Background: an optimization exercise with open tools, aiming at small area, a short achievable clock period and few clock cycles. Do not read the settings as production practice.
RTL that was checked went through simulation tests only; none was proved equivalent to the original.
Power figures rest on the tool's default switching activity, not on a simulated workload.

## v6
Design soul_va, start of the top module:
module soul_va (
    input  wire         clk,
    input  wire         rst,         
    input  wire         cmd_valid,
    output wire         cmd_ready,
    input  wire [127:0] cmd,
    output reg          rsp_valid,
    output wire [127:0] rsp
);
For scale: ~650 flip-flops, about 260 I/O pins.
==> flow/config.mk <==
export PLATFORM = sky130hd
export DESIGN_NAME = soul_va
export DESIGN_NICKNAME = soul_va
export VERILOG_FILES = /design/flow/design.v
export SDC_FILE = /design/flow/constraint.sdc
export NUM_CORES = 4
export LEC_CHECK = 0
export ABC_CLOCK_PERIOD_IN_PS = 1500
export CAP_MARGIN = 20
export CORE_MARGIN = 2
export CORE_UTILIZATION = 70
export CTS_BUF_LIST = sky130_fd_sc_hd__clkbuf_8 sky130_fd_sc_hd__clkbuf_16
export CTS_CLUSTER_DIAMETER = 80
export CTS_CLUSTER_SIZE = 16
export SETUP_SLACK_MARGIN = 3.6
export SLEW_MARGIN = 20
export TNS_END_PERCENT = 100
==> flow/constraint.sdc <==
create_clock -name core_clock -period 6.0 [get_ports {clk}]
set_input_delay 1.2000 -clock core_clock [delete_from_list [all_inputs] [get_ports {clk}]]
set_output_delay 1.2000 -clock core_clock [all_outputs]
set_load 0.01 [all_outputs]
standard.sh (not shown) runs the stock make flow with config.mk's settings and CLKGATE_MAP_FILE= SYNTH_SCRIPT=/design/flow/synth_recipe.tcl, a recipe that flattens the netlist after the stock synthesis.
==> flow/flow/run.sh <==
#!/bin/bash
# Layout flow: the standard ORFS flow (standard.sh, unchanged synthesis),
# with the port buffers made of plain buffers (sky130_fd_sc_hd__buf_4)
# instead of the delay cells buffer_ports picks by default. Every port still
# gets its own buffer. The full make output goes to flow_make.log here; each
# ORFS step also keeps its own log under orfs/logs/.
set -euo pipefail
bash standard.sh "BUFFER_PORTS_ARGS=-buffer_cell sky130_fd_sc_hd__buf_4" finish > flow_make.log 2>&1
> inputs changed (v6 -> v7)
- CORE_UTILIZATION changed from 70 to 62
==> run summary <==
All of v6 and v7 finish clean.
Diff v6 -> v7: shortest period the worst path allows moved down; cell area after placement higher.
v7: sequential share of layout area lower than v6
No run of this note included a check of the RTL's function; only the layout flow was run.

== build 27 ==
The RTL this note starts from:
==> flow/design.v <==
module soul_va (
    input  wire         clk,
    input  wire         rst,         
    input  wire         cmd_valid,
    output wire         cmd_ready,
    input  wire [127:0] cmd,
    output reg          rsp_valid,
    output wire [127:0] rsp
);
    localparam NV = 8;
    integer i, j;
    reg [15:0]      slot_ch   [0:NV-1];
    reg [31:0]      slot_note [0:NV-1];
    reg [NV-1:0]    fresh_q;
    reg [NV-1:0]    zero_q;          
    reg [NV-1:0]    active_q;
    reg             all_active_q;    
    reg [NV*NV-1:0] older_q;         
    reg [NV-1:0]    oldest_q;        
    reg          in_v_q;
    reg  [2:0]   in_op_q;        
    reg          in_on_q;        
    reg          in_off_q;       
    reg          in_a0_q;        
    reg  [15:0]  in_ch_q;
    reg  [31:0]  in_a_q;
    reg  [31:0]  in_b_q;
    reg          in_nan_q;       
    reg  [NV-1:0] pc_ch_q;       
    reg  [NV-1:0] pc_lo_q;       
    reg  [NV-1:0] pc_hi_q;       
    reg          stolen_q;       
    reg          ready_q;
    reg  [2:0]   rsp_kind_q;
    reg  [2:0]   rsp_port_q;
    reg  [15:0]  rsp_ch_q;
    reg  [31:0]  rsp_a_q;
    reg  [31:0]  rsp_b_q;
    reg  [NV-1:0] pend_q;
    reg          free_q;         
    assign cmd_ready = ready_q;
    assign rsp = {5'b10010, rsp_kind_q, 5'd0, rsp_port_q, rsp_ch_q, rsp_a_q, rsp_b_q, 32'd0};
    function many8(input [NV-1:0] x);    
        reg seen;
        integer n;
        begin
            seen  = 1'b0;
            many8 = 1'b0;
            for (n = 0; n < NV; n = n + 1) begin
                many8 = many8 | (seen & x[n]);
                seen  = seen | x[n];
            end
        end
    endfunction
    function [2:0] pe8(input [NV-1:0] x);
        pe8 = x[0] ? 3'd0 : x[1] ? 3'd1 : x[2] ? 3'd2 : x[3] ? 3'd3 :
              x[4] ? 3'd4 : x[5] ? 3'd5 : x[6] ? 3'd6 : 3'd7;
    endfunction
    function [2:0] enc8(input [NV-1:0] oh);
        enc8 = {|oh[7:4], oh[7] | oh[6] | oh[3] | oh[2], oh[7] | oh[5] | oh[3] | oh[1]};
    endfunction
    wire [7:0]  cmd_op  = cmd[127:120];
    wire [15:0] cmd_ch  = cmd[111:96];
    wire [31:0] cmd_a   = cmd[95:64];
    wire [31:0] cmd_b   = cmd[63:32];
    wire cmd_va     = (cmd_op[7:3] == 5'b00010) && (cmd_op[2:0] <= 3'd4);
    wire cmd_noteon = (cmd_op == 8'h10);
    wire cmd_a0     = (cmd_a[30:0] == 31'd0);
    wire is_on  = in_on_q;
    wire is_off = in_off_q;
    wire [NV-1:0] hits = pc_ch_q & ~({NV{is_off}} & ~(pc_lo_q & pc_hi_q & {NV{!in_nan_q}}));
    wire          any_hit   = |hits;
    wire [NV-1:0] hits_rest = hits & ~(hits & (~hits + 1'b1));
    wire [NV-1:0] pend_rest = pend_q & ~(pend_q & (~pend_q + 1'b1));
    wire          hits_many = many8(hits);
    wire          pend_many = many8(pend_q);
    wire one_free   = (active_q == 8'b01111111) || (active_q == 8'b10111111) ||
                      (active_q == 8'b11011111) || (active_q == 8'b11101111) ||
                      (active_q == 8'b11110111) || (active_q == 8'b11111011) ||
                      (active_q == 8'b11111101) || (active_q == 8'b11111110);
    wire steal      = is_on && all_active_q && !stolen_q;      
    wire go_on      = in_v_q && is_on && free_q && !steal;     
    wire go_off     = in_v_q && is_off && free_q;              
    wire load_steal = in_v_q && free_q && steal;
    wire fw_ch = (cmd_ch == in_ch_q);
    wire fw_lo = (cmd_a[15:0] == in_a_q[15:0]);
    wire fw_hi = (cmd_a[30:16] == in_a_q[30:16]) && (in_a0_q || (cmd_a[31] == in_a_q[31]));
    reg [NV-1:0] cmd_pc_ch, cmd_pc_lo, cmd_pc_hi;
    always @* begin
        for (i = 0; i < NV; i = i + 1) begin
            if (go_on && oldest_q[i]) begin
                cmd_pc_ch[i] = fw_ch;
                cmd_pc_lo[i] = fw_lo;
                cmd_pc_hi[i] = fw_hi;
            end else if (fresh_q[i]) begin
                cmd_pc_ch[i] = (cmd_ch == 16'd0);
                cmd_pc_lo[i] = cmd_a0;
                cmd_pc_hi[i] = 1'b1;
            end else begin
                cmd_pc_ch[i] = (cmd_ch == slot_ch[i]);
                cmd_pc_lo[i] = (cmd_a[15:0] == slot_note[i][15:0]);
                cmd_pc_hi[i] = (cmd_a[30:16] == slot_note[i][30:16]) &&
                               (zero_q[i] || (cmd_a[31] == slot_note[i][31]));
            end
        end
    end
    reg [15:0] vic_ch;
    reg [31:0] vic_note;
    always @* begin
        vic_ch   = 16'd0;
        vic_note = 32'd0;
        for (i = 0; i < NV; i = i + 1) begin
            vic_ch   = vic_ch   | ({16{oldest_q[i]}} & slot_ch[i]);
            vic_note = vic_note | ({32{oldest_q[i]}} & slot_note[i]);
        end
    end
    reg [NV*NV-1:0] older_d;
    reg [NV-1:0]    oldest_d;
    always @* begin
        older_d = older_q;
        for (i = 0; i < NV; i = i + 1)
            for (j = i + 1; j < NV; j = j + 1) begin
                if (go_on) begin
                    if (oldest_q[i])      older_d[i*NV+j] = 1'b0;
                    else if (oldest_q[j]) older_d[i*NV+j] = 1'b1;
                end else if (go_off) begin
                    if (hits[i] && hits[j]) older_d[i*NV+j] = 1'b1;
                    else if (hits[i])       older_d[i*NV+j] = active_q[j];
                    else if (hits[j])       older_d[i*NV+j] = !active_q[i];
                end
            end
        for (i = 0; i < NV; i = i + 1) begin
            oldest_d[i] = 1'b1;
            for (j = 0; j < NV; j = j + 1) begin
                if (j > i) oldest_d[i] = oldest_d[i] & older_d[i*NV+j];
                if (j < i) oldest_d[i] = oldest_d[i] & !older_d[j*NV+i];
            end
        end
    end
    wire take      = ready_q && cmd_valid;
    wire consume   = is_on ? (free_q && !steal) : (free_q || !any_hit);
    wire in_v_d    = take ? cmd_va : (in_v_q && !consume);
    wire stolen_d  = !take && (load_steal || (stolen_q && !go_on));
    wire free_d    = free_q ? (!in_v_q || is_on || !hits_many) : !pend_many;
    wire all_act_d = go_on ? (all_active_q || one_free) :
                     go_off ? (all_active_q && !any_hit) : all_active_q;
    wire ready_d   = take ? (!cmd_va || (free_d && !(cmd_noteon && all_act_d)))
                          : (!in_v_q || consume ||
                             (is_on ? (load_steal || (free_d && !(all_active_q && !stolen_q)))
                                    : free_d));
    always @(posedge clk) begin
        if (ready_q) begin
            in_op_q  <= cmd_op[2:0];
            in_on_q  <= (cmd_op[2:0] == 3'd0);
            in_off_q <= (cmd_op[2:0] == 3'd1);
            in_a0_q  <= cmd_a0;
            in_ch_q  <= cmd_ch;
            in_a_q   <= cmd_a;
            in_b_q   <= cmd_b;
            in_nan_q <= (&cmd_a[30:23]) && (|cmd_a[22:0]);
            pc_ch_q  <= cmd_pc_ch;
            pc_lo_q  <= cmd_pc_lo;
            pc_hi_q  <= cmd_pc_hi;
        end
        if (free_q) begin
            rsp_ch_q   <= steal ? vic_ch   : in_ch_q;
            rsp_a_q    <= steal ? vic_note : in_a_q;
            rsp_kind_q <= steal ? 3'd1 : in_op_q;
        end
        rsp_b_q    <= (free_q && is_on && !steal) ? in_b_q : 32'd0;
        rsp_port_q <= free_q ? (is_on ? enc8(oldest_q) : pe8(hits)) : pe8(pend_q);
        for (i = 0; i < NV; i = i + 1) begin
            if (go_on && oldest_q[i]) begin
                slot_ch[i]   <= in_ch_q;
                slot_note[i] <= in_a_q;
                zero_q[i]    <= in_a0_q;
            end
        end
        if (rst) begin
            in_v_q       <= 1'b0;
            stolen_q     <= 1'b0;
            ready_q      <= 1'b1;
            rsp_valid    <= 1'b0;
            pend_q       <= {NV{1'b0}};
            free_q       <= 1'b1;
            active_q     <= {NV{1'b0}};
            all_active_q <= 1'b0;
            fresh_q      <= {NV{1'b1}};
            oldest_q     <= {{(NV-1){1'b0}}, 1'b1};
            for (i = 0; i < NV; i = i + 1)
                for (j = 0; j < NV; j = j + 1)
                    older_q[i*NV+j] <= (i < j);
        end else begin
            in_v_q       <= in_v_d;
            stolen_q     <= stolen_d;
            ready_q      <= ready_d;
            rsp_valid    <= !free_q || (in_v_q && (is_on || any_hit));
            pend_q       <= free_q ? ({NV{in_v_q && !is_on}} & hits_rest) : pend_rest;
            free_q       <= free_d;
            all_active_q <= all_act_d;
            if (go_on)
                active_q <= active_q | oldest_q;
            else if (go_off)
                active_q <= active_q & ~hits;
            if (go_on)
                fresh_q <= fresh_q & ~oldest_q;
            older_q      <= older_d;
            oldest_q     <= oldest_d;
        end
    end
endmodule
Settings: LEC_CHECK=0, ABC_CLOCK_PERIOD_IN_PS=2500, CAP_MARGIN=20, CORE_MARGIN=2, CORE_UTILIZATION=55, CTS_BUF_LIST=sky130_fd_sc_hd__clkbuf_8, CTS_CLUSTER_SIZE=30, SETUP_SLACK_MARGIN=3.8, SLEW_MARGIN=20, TNS_END_PERCENT=5; clock period 6.0 ns.
Scripts as last shown in full above: flow/flow/run.sh
Build 27 finished end to end and its layout was clean on timing, DRC and antenna.
Testbench counts of build 27, summed over its fixed seeds: cycles 31,612.
The following lists how build 3 was set up differently from build 27:
==> flow/config.mk <==
export PLATFORM = sky130hd
export DESIGN_NAME = soul_va
export DESIGN_NICKNAME = soul_va
export VERILOG_FILES = /design/flow/design.v
export SDC_FILE = /design/flow/constraint.sdc
export NUM_CORES = 4
export LEC_CHECK = 0
export ABC_CLOCK_PERIOD_IN_PS = 1500
export CAP_MARGIN = 20
export CORE_MARGIN = 2
export CORE_UTILIZATION = 70
export CTS_BUF_LIST = sky130_fd_sc_hd__clkbuf_8 sky130_fd_sc_hd__clkbuf_16
export CTS_CLUSTER_DIAMETER = 80
export CTS_CLUSTER_SIZE = 16
export SETUP_SLACK_MARGIN = 3.7
export SLEW_MARGIN = 20
export TNS_END_PERCENT = 100
- Register fraction of the total cell area: higher on build 3
- In build 3 the clock network area share turned out 1.6 points lower than in build 27.
- | post-route cell area | build 3 vs build 27 | better |
- The clock latency on the worst-skew pair number comes out higher for build 27 vs build 3.
- Build 3 ends up with a largest net degree at the start of global routing that is about 12% higher than in build 27.
- The core of build 3 is more densely filled than that of build 27.
Relative to build 3, the following input files were edited for build 45:
diff --git a/flow/config.mk b/flow/config.mk
--- a/flow/config.mk
+++ b/flow/config.mk
@@ -6,12 +6,12 @@
 export NUM_CORES = 4
 export LEC_CHECK = 0
-export ABC_CLOCK_PERIOD_IN_PS = 1500
+export ABC_CLOCK_PERIOD_IN_PS = 2500
 export CAP_MARGIN = 20
 export CORE_MARGIN = 2
-export CORE_UTILIZATION = 70
+export CORE_UTILIZATION = 55
 export CTS_BUF_LIST = sky130_fd_sc_hd__clkbuf_8 sky130_fd_sc_hd__clkbuf_16
 export CTS_CLUSTER_DIAMETER = 80
 export CTS_CLUSTER_SIZE = 16
-export SETUP_SLACK_MARGIN = 3.7
+export SETUP_SLACK_MARGIN = 3.6
 export SLEW_MARGIN = 20
 export TNS_END_PERCENT = 100
--- outcome ---
reg2reg as the critical setup path kind was reported by build 45, and in2reg by build 3. Diff build 3 -> build 45: fraction of cell area in non-clock buffers went down 0.67 points; tap cell instance count went up 157. Number of buffers created by CTS of build 45 exceeds that of build 3 by a few percent. In summary, build 45 completed successfully, with a layout that passed the timing, design-rule and antenna checks. Compared with build 3, build 45 shows final core utilization lower by 18 points. Total power is lower on build 3. Compared build 3 against build 45; reported net switching power within noise. Re post-placement worst setup slack: build 3 and build 45 aren't equal, and the lower value belongs to build 3. In build 45, the met1 global-route usage came out 8.6 points below the value in build 3. Build 45 vs build 3 — routed wire length climbed slightly. Maximum ir drop on the vdd rail: build 45 vs build 3 down about 26%. Of the two values seen for start point of the critical path, in_nan_q$_DFFE_PP_ was produced by build 45 and cmd[68] by build 3. Across both runs, pin count of the biggest net entering global routing was lower for build 45 than for build 3.
Edits applied to the flow inputs when going from build 45 to build 44:
diff --git a/flow/config.mk b/flow/config.mk
--- a/flow/config.mk
+++ b/flow/config.mk
@@ -6,11 +6,11 @@
 export NUM_CORES = 4
 export LEC_CHECK = 0
-export ABC_CLOCK_PERIOD_IN_PS = 2500
+export ABC_CLOCK_PERIOD_IN_PS = 1500
 export CAP_MARGIN = 20
 export CORE_MARGIN = 2
-export CORE_UTILIZATION = 55
+export CORE_UTILIZATION = 70
 export CTS_BUF_LIST = sky130_fd_sc_hd__clkbuf_8 sky130_fd_sc_hd__clkbuf_16
-export CTS_CLUSTER_DIAMETER = 80
-export CTS_CLUSTER_SIZE = 16
+export CTS_CLUSTER_DIAMETER = 60
+export CTS_CLUSTER_SIZE = 12
 export SETUP_SLACK_MARGIN = 3.6
 export SLEW_MARGIN = 20
Notes after the runs:
- Build 44: PASS, flow complete, no timing, DRC or antenna violations
- Status: clock-pin slew of the registers on the worst-case setup and hold paths parity (build 44, build 45)
- Later-pin clock latency in the skew report: higher on build 44
- Comparing the two runs side by side, build 44 comes out behind build 45 on via total after detailed routing.
- Against build 45, build 44 comes in about 3% higher on placer's final routability congestion estimate.
- Build 44 and build 45 ended up with nearly the same combinational power.
- Build 45 has a higher count of inserted tapcells than build 44.
- Clock network fraction of total power, build 44 and build 45, lower one = build 45.
- As far as number of max-cap violations goes, build 44 and build 45 are indistinguishable; the numbers are identical.

[static timing again, ports no longer ideal]
How much do the figures lean on ideal ports? The routed layouts below were timed once more, with nothing changed but the port constraints.
Step 1 sets driving cells, clkbuf_16 on the clock port and buf_2 on the other inputs (assumed; they add their load-dependent delay and slew).
Step 2 times the ports against the registers' clock, not the clock port: input delays grow and output delays shrink by t, the midpoint of the rising clock arrivals with the driver on.
Slacks: ideal ports / drivers / drivers and shift; pairs: ideal ports / drivers.
| run | t, ns | setup WS [ns] | cell pins on the clock port's net |
|---|---|---|---|
| v6 | 0.668 | 3.482 / 3.482 / 2.916 | 1 |
| v7 | 0.677 | 3.546 / 3.546 / 2.893 | 1 |
| build 27 | 0.776 | 3.443 / 3.481 / 2.710 | 1 |
| build 3 | 0.678 | 3.558 / 3.560 / 2.916 | 1 |
| build 45 | 0.665 | 3.560 / 3.560 / 2.970 | 1 |
| build 44 | 0.696 | 3.589 / 3.541 / 2.924 | 1 |
After both steps setup and hold are still met in every run listed. For build 27, which loses most, drivers alone change the setup slack by +0.038 ns; drivers and shift together by -0.733 ns.
